Context: an optimization exercise on an open-source flow, tuned for small area, a short achievable clock period and few clock cycles. The choices shown serve that exercise and are no tape-out recipe.
Function was checked by simulation only, so behaviour that the tests miss may differ from the original.
No driver is modelled on the clock port, so clocking that relies on it looks cheaper here than on a real chip.
Power figures rest on the tool's default switching activity, not on a simulated workload.

## run 1
Design fpp, start of the top module:
module fpp (
    input  wire         clk,
    input  wire         rst,           
    input  wire         in_valid,
    output wire         in_ready,
    input  wire [2:0]   in_kind,
    input  wire [7:0]   in_data,
    output wire [3:0]   status,
    output wire [6:0]   rxlen,
    output wire [191:0] sb             
);
    localparam [2:0] K_START = 3'd0;
    localparam [2:0] K_BYTE  = 3'd1;
    localparam [2:0] K_END   = 3'd2;
    localparam [2:0] K_ERROR = 3'd3;
    localparam [1:0] P_NF  = 2'd0;    
    localparam [1:0] P_INC = 2'd1;    
    localparam [1:0] P_CHK = 2'd2;    
    localparam [1:0] P_OK  = 2'd3;    
    reg [6:0]   rxlen_r;     
    reg [3:0]   status_r;
    reg [191:0] sb_r;
    reg [191:0] cand;        
    reg         clr;         
    reg         clr_ld;      
    reg         rdy;         
    reg         pbv;         
    reg [7:0]   pbd;         
    reg [1:0]   pst;
    reg         pok;         
    reg         prev42;      
    reg [4:0]   j;           
    reg [12:0]  acc;         
    reg         hi_ok;       
    assign in_ready = rdy;
    wire go      = in_valid & rdy;
  ...
Settings: LEC_CHECK=0, ABC_CLOCK_PERIOD_IN_PS=2200, CAP_MARGIN=20, CORE_MARGIN=2, CORE_UTILIZATION=55, SETUP_SLACK_MARGIN=3.75, SLEW_MARGIN=20; clock period 6.0 ns.
standard.sh (not shown) runs the stock make flow with config.mk's settings and CLKGATE_MAP_FILE= SYNTH_SCRIPT=/design/flow/synth_recipe.tcl, a recipe that flattens the netlist after the stock synthesis.
==> flow/flow/run.sh <==
#!/bin/bash
# The standard layout (standard.sh) with three changes:
#  - the port buffers are buf_1 cells instead of the slow delay cells that
#    buffer_ports picks by default;
#  - the clock tree uses larger sink clusters of clkbuf_16 (fewer buffers);
#  - after CTS, the clock port drives the tree's second level directly and
#    the root buffer is removed (clk_root.tcl), one buffer fewer on every
#    register's clock path.
# Each step writes its full output to a log file of its own here.
set -euo pipefail
export BUFFER_PORTS_ARGS="-buffer_cell sky130_fd_sc_hd__buf_1"
export CTS_ARGS="-sink_clustering_enable -repair_clock_nets -buf_list sky130_fd_sc_hd__clkbuf_16 -sink_clustering_size 25 -sink_clustering_max_diameter 100 -sink_buffer_max_cap_derate 1.0"
bash standard.sh cts > make_to_cts.log 2>&1
R=orfs/results/${FLOW_PLATFORM}/fpp/base
ODB_IN=$R/4_1_cts.odb ODB_OUT=$R/4_1_cts.odb openroad -no_init -exit flow/clk_root.tcl > clk_root.log 2>&1
cp $R/4_1_cts.odb $R/4_cts.odb
bash standard.sh finish > make_finish.log 2>&1
==> flow/flow/clk_root.tcl <==
read_db $::env(ODB_IN)
set block [ord::get_db_block]
set clknet [[$block findBTerm clk] getNet]
set roots {}
foreach it [$clknet getITerms] { lappend roots $it }
if {[llength $roots] != 1} { puts "clock port drives [llength $roots] pins; nothing done"; write_db $::env(ODB_OUT); exit }
set root [[lindex $roots 0] getInst]
set rootnet ""
foreach it [$root getITerms] { if {[$it isOutputSignal]} { set rootnet [$it getNet] } }
set loads {}
set ok 1
foreach it [$rootnet getITerms] {
  if {![$it isInputSignal]} continue
  lappend loads $it
  if {![string match "sky130_fd_sc_hd__clkbuf*" [[[$it getInst] getMaster] getName]]} { set ok 0 }
}
if {!$ok || [llength $loads] > 4 || [llength $loads] == 0} { puts "root drives [llength $loads] pins (all buffers: $ok); nothing done"; write_db $::env(ODB_OUT); exit }
foreach it $loads { $it disconnect; $it connect $clknet }
puts "removed root [$root getName]: [llength $loads] buffers now driven by the clock port"
odb::dbInst_destroy $root
odb::dbNet_destroy $rootnet
write_db $::env(ODB_OUT)
Testbench counts of run 1, summed over its fixed seeds: cycles 15,751.
The inputs of run 2 differ from those of run 1 as listed below.
Settings: changing CORE_UTILIZATION from 55 to 65; removing ABC_CLOCK_PERIOD_IN_PS (formerly 2200).
## What came out
- [compare] base=run 1 new=run 2: shortest clock period the worst path allows after layout closely matched the old numbers; largest net degree at the start of global routing increased by about 160% relative to the old numbers; fmax closely matched the old numbers; worst clock skew decreased by 0.0093 ns relative to the old numbers; overall fraction of global-route tracks in use increased by 2.7 points relative to the old numbers.
- Final worst setup slack of run 1 is on par with run 2.
- Taking run 1 as the reference, in run 2 sequential cell area share saw an increase, die area now smaller, part of the cycle the worst path needs was more or less identical.
Setup changes, run 2 to run 3
Settings: SETUP_SLACK_MARGIN now 3.6, was 3.75; CORE_UTILIZATION now 55, was 65.
==> flow/flow/run.sh <==
#!/bin/bash
# The standard layout (standard.sh) with two changes:
#  - the port buffers are buf_1 cells instead of the slow delay cells that
#    buffer_ports picks by default;
#  - the clock tree uses larger sink clusters of clkbuf_16 (fewer buffers).
set -euo pipefail
export BUFFER_PORTS_ARGS="-buffer_cell sky130_fd_sc_hd__buf_1"
export CTS_ARGS="-sink_clustering_enable -repair_clock_nets -buf_list sky130_fd_sc_hd__clkbuf_16 -sink_clustering_size 30 -sink_clustering_max_diameter 100 -sink_buffer_max_cap_derate 1.0"
bash standard.sh finish > flow_make.log 2>&1
removed: flow/flow/clk_root.tcl
==> comparison <==
Taking run 2 as the reference point, the maximum clock skew at final layout of run 3 rises by 0.0061 ns.
The cell type of the slowest stage on the worst timing path comes out or3_4 in one run and dfxtp_1 in the other, namely in run 2 and run 3 respectively.
From run 2 to run 3 the numbers moved as follows: non-clock buffer count went down about 2.6%; final design area excluding fillers now sits lower; met1 track demand over resource in global routing saw a decrease; global-route usage shows a reduction of 3.4 points.
Comparing routed wire length for run 3 and run 2, the smaller number came from run 3.
Share of power burned in registers is higher on run 3
Edits applied to the flow inputs when going from run 3 to run 4:
Settings: CORE_UTILIZATION: 55 -> 70; PLACE_DENSITY: unset -> 0.75.
[summary]
- Delta (run 4 minus run 3): global-route usage now sits higher, maximum clock frequency now sits lower, design area now sits lower, portion of total power attributed to the clock network now sits lower, clock period minus final worst setup slack now sits higher.
## Diff of input files: run 5 against run 4
Settings: CORE_UTILIZATION: 70 -> 55; PLACE_DENSITY: 0.75 -> unset; SETUP_SLACK_MARGIN: 3.6 -> 3.75.
==> flow/flow/run.sh <==
#!/bin/bash
# The standard layout (standard.sh) with three changes:
#  - the port buffers are buf_1 cells instead of the slow delay cells that
#    buffer_ports picks by default;
#  - the clock tree uses larger sink clusters of clkbuf_16 (fewer buffers);
#  - after CTS, the clock port drives the tree's second level directly and
#    the root buffer is removed (clk_root.tcl), one buffer fewer on every
#    register's clock path.
# Each step writes its full output to a log file of its own here.
set -euo pipefail
export BUFFER_PORTS_ARGS="-buffer_cell sky130_fd_sc_hd__buf_1"
export CTS_ARGS="-sink_clustering_enable -repair_clock_nets -buf_list sky130_fd_sc_hd__clkbuf_16 -sink_clustering_size 30 -sink_clustering_max_diameter 100 -sink_buffer_max_cap_derate 1.0"
bash standard.sh cts > make_to_cts.log 2>&1
R=orfs/results/${FLOW_PLATFORM}/fpp/base
ODB_IN=$R/4_1_cts.odb ODB_OUT=$R/4_1_cts.odb openroad -no_init -exit flow/clk_root.tcl > clk_root.log 2>&1
cp $R/4_1_cts.odb $R/4_cts.odb
bash standard.sh finish > make_finish.log 2>&1
==> flow/flow/clk_root.tcl (new file) <==
read_db $::env(ODB_IN)
set block [ord::get_db_block]
set clknet [[$block findBTerm clk] getNet]
set roots {}
foreach it [$clknet getITerms] { lappend roots $it }
if {[llength $roots] != 1} { puts "clock port drives [llength $roots] pins; nothing done"; write_db $::env(ODB_OUT); exit }
set root [[lindex $roots 0] getInst]
set rootnet ""
foreach it [$root getITerms] { if {[$it isOutputSignal]} { set rootnet [$it getNet] } }
set loads {}
set ok 1
foreach it [$rootnet getITerms] {
  if {![$it isInputSignal]} continue
  lappend loads $it
  if {![string match "sky130_fd_sc_hd__clkbuf*" [[[$it getInst] getMaster] getName]]} { set ok 0 }
}
if {!$ok || [llength $loads] > 4 || [llength $loads] == 0} { puts "root drives [llength $loads] pins (all buffers: $ok); nothing done"; write_db $::env(ODB_OUT); exit }
foreach it $loads { $it disconnect; $it connect $clknet }
puts "removed root [$root getName]: [llength $loads] buffers now driven by the clock port"
odb::dbInst_destroy $root
odb::dbNet_destroy $rootnet
write_db $::env(ODB_OUT)
Findings:
The biggest cell delay along the critical path of run 4 and that of run 5 are within noise of each other. As far as sequential cell count goes, run 4 and run 5 are indistinguishable; the numbers are identical. Summary of run 5 over run 4: ratio of cells with drive above 1 in the final layout moved up, via count of the first global-routing pass fell about 2.2%.

what the ideal ports hide:
Ports are ideal in the flow. The routed layouts listed here were re-timed in OpenROAD.
Step 1, drivers: a clkbuf_16 drives clk and a buf_2 each remaining input, both assumed.
Step 2 times the ports against the registers' clock, not the clock port: input delays grow and output delays shrink by t, the midpoint of the rising clock arrivals with the driver on.
a / b / c = ideal / step 1 / step 2; a / b = the first two.
| run | shift t [ns] | slack for setup (ns) | latest minus earliest clock arrival (ns) | worst data-port slew with drivers (ns) | pins driven straight from the clock port |
|---|---|---|---|---|---|
| run 1 | 0.445 | 3.764 / 3.758 / 3.341 | 0.028 / 0.028 | 0.05 | 2 |
| run 2 | 0.448 | 3.765 / 3.775 / 3.334 | 0.024 / 0.024 | 0.07 | 2 |
| run 3 | 0.557 | 3.668 / 3.621 / 3.186 | 0.026 / 0.026 | 0.03 | 1 |
| run 4 | 0.553 | 3.661 / 3.616 / 3.147 | 0.022 / 0.023 | 0.04 | 1 |
| run 5 | 0.445 | 3.765 / 3.741 / 3.341 | 0.036 / 0.036 | 0.05 | 2 |
After both steps every run listed still meets setup and hold. The setup slack of run 4, which loses most, moves by -0.045 ns with the drivers and by -0.514 ns with both steps.
